This design comes from an exercise in tuning for small area, a short achievable clock period and few clock cycles on the open sky130 flow, not from production work. Function was checked by simulation only, so behaviour that the tests miss may differ from the original. Power and IR drop assume default switching activity.

===== flow/run.sh =====
#!/bin/bash
# synth_recipe.tcl (not shown) runs the flow's synth.tcl, then flattens the netlist and writes it again
# the make line also repeats each setting of config.mk as NAME=value (left out here)
make -C /OpenROAD-flow-scripts/flow DESIGN_CONFIG=/design/flow/config.mk WORK_HOME=/design/flow/orfs CLKGATE_MAP_FILE= SYNTH_SCRIPT=/design/flow/synth_recipe.tcl finish

===== flow/config.mk =====
export PLATFORM = sky130hd
export DESIGN_NAME = gbgr_calc
export DESIGN_NICKNAME = gbgr_calc
export VERILOG_FILES = /design/flow/design.v
export SDC_FILE = /design/flow/constraint.sdc
export NUM_CORES = 4
export LEC_CHECK = 0
export CAP_MARGIN = 20
export CORE_MARGIN = 2
export CORE_UTILIZATION = 40
export PLACE_DENSITY = 0.6
export SLEW_MARGIN = 20

===== flow/constraint.sdc =====
create_clock -name core_clock -period 18.0 [get_ports {clk}]
set_input_delay 3.6000 -clock core_clock [delete_from_list [all_inputs] [get_ports {clk}]]
set_output_delay 3.6000 -clock core_clock [all_outputs]
set_load 0.01 [all_outputs]

===== flow/design.v =====
module gbgr_calc (
    input  wire        clk,
    input  wire        rst,           
    input  wire        start,         
    input  wire        op,            
    input  wire [1:0]  cadence_sel,   
    input  wire        fs_wr,
    input  wire        f0_wr,
    input  wire        f1_wr,
    input  wire        pps_wr,
    input  wire        period_wr,
    input  wire        defp_wr,
    input  wire [63:0] fs,
    input  wire [63:0] f0,
    input  wire [63:0] f1,
    input  wire [63:0] pps,
    input  wire [63:0] period,
    input  wire [63:0] defp,
    output wire        busy,
    output reg         done,
    output reg         ok,
    output reg         err_config,
    output reg         err_invalid,
    output reg         err_range,
    output reg  [31:0] ftw0,
    output reg  [31:0] ftw1,
    output reg  [63:0] period_res,
    output reg  [63:0] s2s
);
    localparam [63:0] F64_ONE = 64'h3FF0000000000000;
    localparam [2:0] S_IDLE  = 3'd0,
                     S_CHECK = 3'd1,
                     S_DSET  = 3'd2,
                     S_DIV   = 3'd3,
                     S_DRND  = 3'd4,
                     S_MSET  = 3'd5,
                     S_MUL   = 3'd6,
                     S_MRND  = 3'd7;
    function is_nan;
        input [63:0] w;
        is_nan = (w[62:52] == 11'h7FF) && (w[51:0] != 52'd0);
    endfunction
    function is_finite;
        input [63:0] w;
        is_finite = (w[62:52] != 11'h7FF);
    endfunction
    function is_zero;
        input [63:0] w;
        is_zero = (w[62:0] == 63'd0);
    endfunction
    function is_pos;
        input [63:0] w;
        is_pos = !w[63] && !is_zero(w) && !is_nan(w);
    endfunction
    function [5:0] top_bit;
        input [51:0] f;
        integer i;
        begin
            top_bit = 6'd0;
            for (i = 0; i < 52; i = i + 1)
                if (f[i])
                    top_bit = i[5:0];
        end
    endfunction
    function [52:0] unpack_sig;
        input [63:0] w;
        begin
            if (w[62:52] != 11'd0)
                unpack_sig = {1'b1, w[51:0]};
            else
                unpack_sig = {1'b0, w[51:0]} << (6'd52 - top_bit(w[51:0]));
        end
    endfunction
    function signed [13:0] unpack_exp;
        input [63:0] w;
        begin
            if (w[62:52] != 11'd0)
                unpack_exp = $signed({3'b000, w[62:52]}) - 14'sd1023;
            else
                unpack_exp = $signed({8'd0, top_bit(w[51:0])}) - 14'sd1074;
        end
    endfunction
    function [63:0] round64;
        input        sign;
        input [55:0] m_in;
        input        sticky;
        input signed [13:0] e_in;
        reg   [55:0] m;
        reg signed [13:0] be;
        reg   [63:0] res;
        reg   [56:0] t;
        reg   [55:0] mask;
        reg          lost, g, inc;
        integer      sh;
        begin
            m  = m_in;
            be = e_in + 14'sd1078;           
            if (!m[55]) begin
                m  = m << 1;
                be = be - 14'sd1;
            end
            if (be >= 14'sd2047) begin
                res = {sign, 11'h7FF, 52'd0};
            end else if (be >= 14'sd1) begin
                g    = m[2];
                lost = m[1] | m[0] | sticky;
                inc  = g & (lost | m[3]);
                res  = {1'b0, be[10:0], m[54:3]} + {63'd0, inc};
                res[63] = sign;
            end else begin
                sh = 3 - be;                 
                if (sh >= 57) begin
                    t    = 57'd0;
                    lost = (m != 56'd0) | sticky;
                end else begin
                    t    = {1'b0, m} >> sh;
                    mask = (56'd1 << sh) - 56'd1;
                    lost = ((m & mask) != 56'd0) | sticky;
                end
                g   = t[0];
                inc = g & (lost | t[1]);
                res = {12'd0, t[52:1]} + {63'd0, inc};
                res[63] = sign;
            end
            round64 = res;
        end
    endfunction
    function [63:0] rint_mag;
        input [63:0] w;
        input [5:0]  scale;
        reg   [52:0] m;
        reg   [63:0] mm;
        reg signed [13:0] x;
        reg   [63:0] r, mask;
        reg          g, st;
        integer      rs;
        begin
            if (w[62:52] != 11'd0) begin
                m = {1'b1, w[51:0]};
                x = $signed({3'b000, w[62:52]}) - 14'sd1075 + $signed({8'd0, scale});
            end else begin
                m = {1'b0, w[51:0]};
                x = -14'sd1074 + $signed({8'd0, scale});
            end
            if (x >= 14'sd64) begin
                r = 64'd0;
            end else if (x >= 14'sd0) begin
                r = {11'd0, m} << x;
            end else if (x < -14'sd54) begin
                r = 64'd0;
            end else begin
                rs   = -x;
                mm   = {11'd0, m};
                r    = mm >> rs;
                g    = mm[rs - 1];
                mask = (64'd1 << (rs - 1)) - 64'd1;
                st   = ((mm & mask) != 64'd0);
                if (g & (st | r[0]))
                    r = r + 64'd1;
            end
            rint_mag = r;
        end
    endfunction
    reg  [2:0]   state;
    reg          op_r;
    reg  [1:0]   step;           
    reg  [6:0]   cnt;
    reg          q_sign;
    reg          q_zero;
    reg  signed [13:0] q_exp;
    reg  [54:0]  rem;
    reg  [52:0]  dvsr;
    reg  [55:0]  quo;
    reg  signed [13:0] p_exp;
    reg  [52:0]  mcand;
    reg  [105:0] prod;
    reg  [63:0]  per_r;           
    assign busy = (state != S_IDLE);
    reg  [63:0] opa, opb;
    always @(*) begin
        if (state == S_MSET) begin
            opa = per_r;
            opb = fs;
        end else begin
            case (step)
                2'd0:    begin opa = f0;      opb = fs;  end
                2'd1:    begin opa = f1;      opb = fs;  end
                default: begin opa = F64_ONE; opb = pps; end
            endcase
        end
    end
    wire [52:0]        sig_a = unpack_sig(opa);
    wire [52:0]        sig_b = unpack_sig(opb);
    wire signed [13:0] exp_a = unpack_exp(opa);
    wire signed [13:0] exp_b = unpack_exp(opb);
    wire [55:0] rem_diff = {1'b0, rem} - {3'b000, dvsr};
    wire        q_bit    = !rem_diff[55];
    wire [54:0] rem_next = q_bit ? rem_diff[54:0] : rem;
    wire [53:0] mul_sum = {1'b0, prod[105:53]} + (prod[0] ? {1'b0, mcand} : 54'd0);
    reg  [55:0]        rnd_m;
    reg                rnd_st;
    reg signed [13:0]  rnd_e;
    reg                rnd_s;
    always @(*) begin
        if (state == S_MRND) begin
            rnd_m  = prod[105:50];
            rnd_st = (prod[49:0] != 50'd0);
            rnd_e  = p_exp;
            rnd_s  = 1'b0;
        end else begin
            rnd_m  = quo;
            rnd_st = (rem != 55'd0);
            rnd_e  = q_exp;
            rnd_s  = q_sign;
        end
    end
    wire [63:0] rnd_raw  = round64(rnd_s, rnd_m, rnd_st, rnd_e);
    wire [63:0] q_val    = q_zero ? {q_sign, 63'd0} : rnd_raw;
    wire [63:0] rint_in  = (state == S_MRND) ? rnd_raw : q_val;
    wire [63:0] rint_out = rint_mag(rint_in, (state == S_MRND) ? 6'd0 : 6'd32);
    wire [31:0] ftw_val  = rint_in[63] ? (32'd0 - rint_out[31:0]) : rint_out[31:0];
    wire fs_ok = fs_wr && is_finite(fs) && is_pos(fs);
    always @(posedge clk) begin
        if (rst) begin
            state       <= S_IDLE;
            done        <= 1'b0;
            ok          <= 1'b0;
            err_config  <= 1'b0;
            err_invalid <= 1'b0;
            err_range   <= 1'b0;
            step        <= 2'd0;
        end else begin
            done <= 1'b0;
            case (state)
                S_IDLE: begin
                    if (start) begin
                        op_r        <= op;
                        ok          <= 1'b0;
                        err_config  <= 1'b0;
                        err_invalid <= 1'b0;
                        err_range   <= 1'b0;
                        state       <= S_CHECK;
                    end
                end
                S_CHECK: begin
                    if (!op_r) begin
                        if (fs_ok && f0_wr && is_finite(f0) && f1_wr && is_finite(f1)) begin
                            step  <= 2'd0;
                            state <= S_DSET;
                        end else begin
                            err_config <= 1'b1;
                            done       <= 1'b1;
                            state      <= S_IDLE;
                        end
                    end else begin
                        if (cadence_sel[0]) begin
                            if (!pps_wr || !fs_ok) begin
                                err_config  <= 1'b1;
                                err_invalid <= pps_wr && !is_pos(pps);
                                done        <= 1'b1;
                                state       <= S_IDLE;
                            end else if (!is_pos(pps)) begin
                                err_invalid <= 1'b1;
                                done        <= 1'b1;
                                state       <= S_IDLE;
                            end else begin
                                step  <= 2'd2;
                                state <= S_DSET;
                            end
                        end else if (cadence_sel[1]) begin
                            if (!period_wr || !fs_ok) begin
                                err_config  <= 1'b1;
                                err_invalid <= period_wr && !is_pos(period);
                                done        <= 1'b1;
                                state       <= S_IDLE;
                            end else if (!is_pos(period)) begin
                                err_invalid <= 1'b1;
                                done        <= 1'b1;
                                state       <= S_IDLE;
                            end else begin
                                per_r <= period;
                                state <= S_MSET;
                            end
                        end else begin
                            if (!defp_wr || !fs_ok) begin
                                err_config  <= 1'b1;
                                err_invalid <= defp_wr && !is_pos(defp);
                                done        <= 1'b1;
                                state       <= S_IDLE;
                            end else if (!is_pos(defp)) begin
                                err_invalid <= 1'b1;
                                done        <= 1'b1;
                                state       <= S_IDLE;
                            end else begin
                                per_r <= defp;
                                state <= S_MSET;
                            end
                        end
                    end
                end
                S_DSET: begin
                    q_sign <= opa[63] ^ opb[63];
                    q_exp  <= exp_a - exp_b - 14'sd55;
                    rem    <= {2'b00, sig_a};
                    dvsr   <= sig_b;
                    quo    <= 56'd0;
                    cnt    <= 7'd56;
                    if (is_zero(opa) || !is_finite(opb)) begin
                        q_zero <= 1'b1;
                        state  <= S_DRND;
                    end else begin
                        q_zero <= 1'b0;
                        state  <= S_DIV;
                    end
                end
                S_DIV: begin
                    quo <= {quo[54:0], q_bit};
                    rem <= {rem_next[53:0], 1'b0};
                    cnt <= cnt - 7'd1;
                    if (cnt == 7'd1)
                        state <= S_DRND;
                end
                S_DRND: begin
                    if (step == 2'd2) begin
                        per_r <= q_val;
                        state <= S_MSET;
                    end else if (!is_finite(q_val)) begin
                        err_config <= 1'b1;
                        done       <= 1'b1;
                        state      <= S_IDLE;
                    end else if (step == 2'd0) begin
                        ftw0  <= ftw_val;
                        step  <= 2'd1;
                        state <= S_DSET;
                    end else begin
                        ftw1  <= ftw_val;
                        ok    <= 1'b1;
                        done  <= 1'b1;
                        state <= S_IDLE;
                    end
                end
                S_MSET: begin
                    period_res <= per_r;
                    p_exp      <= exp_a + exp_b - 14'sd54;
                    mcand      <= sig_a;
                    prod       <= {53'd0, sig_b};
                    cnt        <= 7'd53;
                    if (!is_finite(per_r)) begin
                        err_range <= 1'b1;
                        done      <= 1'b1;
                        state     <= S_IDLE;
                    end else if (is_zero(per_r)) begin
                        s2s   <= 64'd0;
                        ok    <= 1'b1;
                        done  <= 1'b1;
                        state <= S_IDLE;
                    end else begin
                        state <= S_MUL;
                    end
                end
                S_MUL: begin
                    prod <= {mul_sum, prod[52:1]};
                    cnt  <= cnt - 7'd1;
                    if (cnt == 7'd1)
                        state <= S_MRND;
                end
                S_MRND: begin
                    if (rnd_raw[62:52] >= 11'd1086) begin
                        err_range <= 1'b1;
                    end else begin
                        s2s <= rint_out;
                        ok  <= 1'b1;
                    end
                    done  <= 1'b1;
                    state <= S_IDLE;
                end
                default: state <= S_IDLE;
            endcase
        end
    end
endmodule

==> run notes <==
run status=no timing/DRC/antenna violations; simple-gate area share of the yosys netlist=24.2%; Area after DPL=0.0794 sq mm; Post-synth EDFFs=617; Post-Synth Adder-Cell Area=approximately 3.6%; GRT Util Overall=44.4%; # H-tree levels=3; Rel. slew slack=13.0%; gr ovfl total=0; Overall Power=4.32 mW; Pwr Density=52.5 mW/mm^2; Routed WL=416000 um; vias in the first global route=between 70000 and 80000; Crit. End Element=flip-flop; clock buffer depth=3; Synth Flop Type=edfxtp_1; Max FO, Critical Path=28; largest family of logic cells by synthesized area=simple AND/OR/NAND/NOR gates; DRT iter0 DRCs=12827; Arr. time, crit path=between 15 and 20 ns; GPL Wtd Cong=1.09; crit path kind=flip-flop to flip-flop; DRC errors left=0; Worst Setup Start Kind=flip-flop; post-route cell area=0.0823 sq mm; compound-cell area share of the yosys netlist=22.4%; skew final=0.0679 ns; worst path required time=18.45 ns; Initial Util=40.2%; cells after synthesis=8719; dpl hpwl=333000 um; number of synthesized register bits=about 630; Clk pwr share=36.4%; CTS sink count=approximately 630; # IOs=594; Setup TNS=0 ns; mapped cell area=0.0698 sq mm; Final min period=17.26 ns; Synth top cells by count=nor2_1, nand2_1, edfxtp_1; first-pass GRT wire length=569000 um; Std-Cell Rows=approximately 150; worst-margin pin slew=1.29 ns; # port buffers=593; Clock Latency Late Sink=0.75 ns; post-synthesis sequential area ratio=26.8%; CTS Buf Count=76; pin count of the biggest net entering global routing=between 100 and 150; Int Pwr=~2.9 mW; final worst-path cycle share=a little over nine tenths; die outline width=422 um; mux cell area share after synthesis=13.9%; share of layout cells above drive strength 1=10.2%; Initial DRT Pass Iterations=9; vias post-DR=79723; DR vias/cell=slightly below 7; CTS tree=built; Area growth syn-to-layout=18.0%; Die Ht=422 um; Sw Ratio=33.5%; Leakage=a little under 30 nW; core box area=0.174 sq mm; Fmax achieved=0.0579 GHz; Final ANT Viol Nets=0; clock slew at reported path FFs=0.06 ns; hold_buf cts=0; endpoints failing hold=0; reg2reg setup slack=0.74 ns; Post-synth ARST share=0%; Synth top area share=26.5%; Seq pwr share=38.1%; CTS root buffer=clkbuf_16; # setup viols final=0; crit-path max cell delay=0.72 ns; Area contributors post-synth=edfxtp_1, mux2i_1, nor2_1, nand2_1, a21oi_1; Worst VDD drop=0.000117 V; DR WL/cell=35.9 um; Synth area leader=edfxtp_1; HP Class=flip-flop to flip-flop; syn_area_per_cell=8.01 sq um; synth warn=1; FILL cells=16997; syn_nets=9310; Final #Nets=9743; Slew Viols, Final=0; setup repair after global routing missed its margin=false; count leader, synth=nor2_1; max_cap viols=0; Post-Synth XOR/XNOR Area=~4.2%; die footprint=0.178 sq mm; CP max stage cell=or4b_4; Switch Pwr=1.45 mW; post-synth cell types=128; initial antenna violation count=54; Logic pwr share=roughly a quarter
## worst max-delay path, delay by kind of cell, from the launching register on
family / cells / cell delay, ns
and+or+nand+nor: 32 / 9.27
xor gates and xnor gates: 3 / 0.60
AOI/OAI and AO/OA: 15 / 3.19
muxes: 2 / 0.80
DFF: 1 / 0.34
buffers and inverters: 7 / 1.17
adders and majority gates: 6 / 1.56
## power groups by stage
stage | clock [mW] | sequential [mW] | combinational (mW)
after global routing | 1.64 | 1.65 | 1.13
after global placement | 0 | 1.68 | 1.05
after floorplan | 0 | 1.66 | 0.582
final | 1.57 | 1.65 | 1.10
after CTS | 1.59 | 1.65 | 1.06
after detailed placement | 0 | 1.68 | 1.05
## path summary, 6_finish.rpt
kind,from,endpoint,cells past startpoint
worst max-delay path,state[2],ftw1[28],65
worst min-delay path,err_range,err_range,1
worst max register to register,state[2],ftw1[28],65
worst min register to register,err_range,err_range,1
## layout make-up
class	count	area (sq um)	share of cell area (%)
antenna	40	100	0.122
clock buffer	87	1950	2.37
clock inverter	54	574	0.697
inverter	259	976	1.19
multi-input combinational	7242	48400	58.8
sequential	627	18700	22.8
tap	2325	2910	3.53
timing repair buffer	946	8650	10.5
## timing repair
action	in CTS	in global routing
buffers inserted	0	9
endpoints found under the setup margin	0	80
resized for setup	0	42
## flip-flops by register name (all words and copies together) (netlist names), 2 cells and up
register    count
prod          106
per_r          64
period_res     64
s2s            64
quo            56
rem            55
dvsr           53
mcand          53
ftw0           32
ftw1           32
p_exp          14
q_exp          14
cnt             7
state           3
step            2
## cells by family (layout without fill, tap and decap cells)
group | Yosys count | in the layout
other | 0 | 40
buffers and inverters | 851 | 1346
and+or+nand+nor | 3496 | 3496
adders and majority gates | 196 | 196
muxes | 836 | 836
AOI/OAI and AO/OA | 2379 | 2380
DFF | 627 | 627
xor gates and xnor gates | 334 | 334
## placed cells by master (no fill, tap or decap), types with 206 or more instances in the layout
cell	instances
inv_1	251
clkdlybuf4s50_1	592
xnor2_1	206
edfxtp_1	617
nand3_1	275
nor3_1	259
nor2_1	987
o21ai_0	506
a21oi_1	559
nand2_1	940
buf_4	347
mux2i_1	601
## per-layer routing
metal / wire length (um) / GRT usage (%) / vias up
li1: - / - / 33855
met1: 156000 / 55.9 / 38727
met2: 176000 / 66.1 / 5772
met3: 48500 / 11.8 / 1329
met4: 34900 / 30.4 / 40
met5: 339 / 0 / -
## stage by stage
step	cells	hold WS, ns	util, %	setup slack, ns
finish	11580	0.469	47.4	0.740
global route	11558	0.483	47.4	0.000764
CTS	11530	0.469	47.2	0.0426
detailed placement	11389	0.454	45.7	0.0601
global placement	11388	0.465	45.7	0.372
floorplan	8719	0.443	-	0.0498
Testbench counts, summed over its fixed seeds: cycles 407,026.

==> separate check: timing with driven ports <==
The results above use ideal ports. As a check the final layout listed here was re-extracted and re-timed, cells and wires unchanged. Step 1 sets driving cells, clkbuf_16 on the clock port and buf_2 on the other inputs (assumed; they add their load-dependent delay and slew). Step 2 also shifts input and output timing later by t, the mid clock arrival at the registers, as if the neighbouring blocks saw the same clock. Three values: ideal ports, drivers, drivers and shift; two values: the first two.
shift t [ns]: 0.798
setup slack, ns: 0.740 / 0.740 / 0.740
pins driven straight from the clock port: 1
After both steps this run still meets setup and hold. The setup slack of this run moves by 0.000 ns with the drivers and by 0.000 ns with both steps.
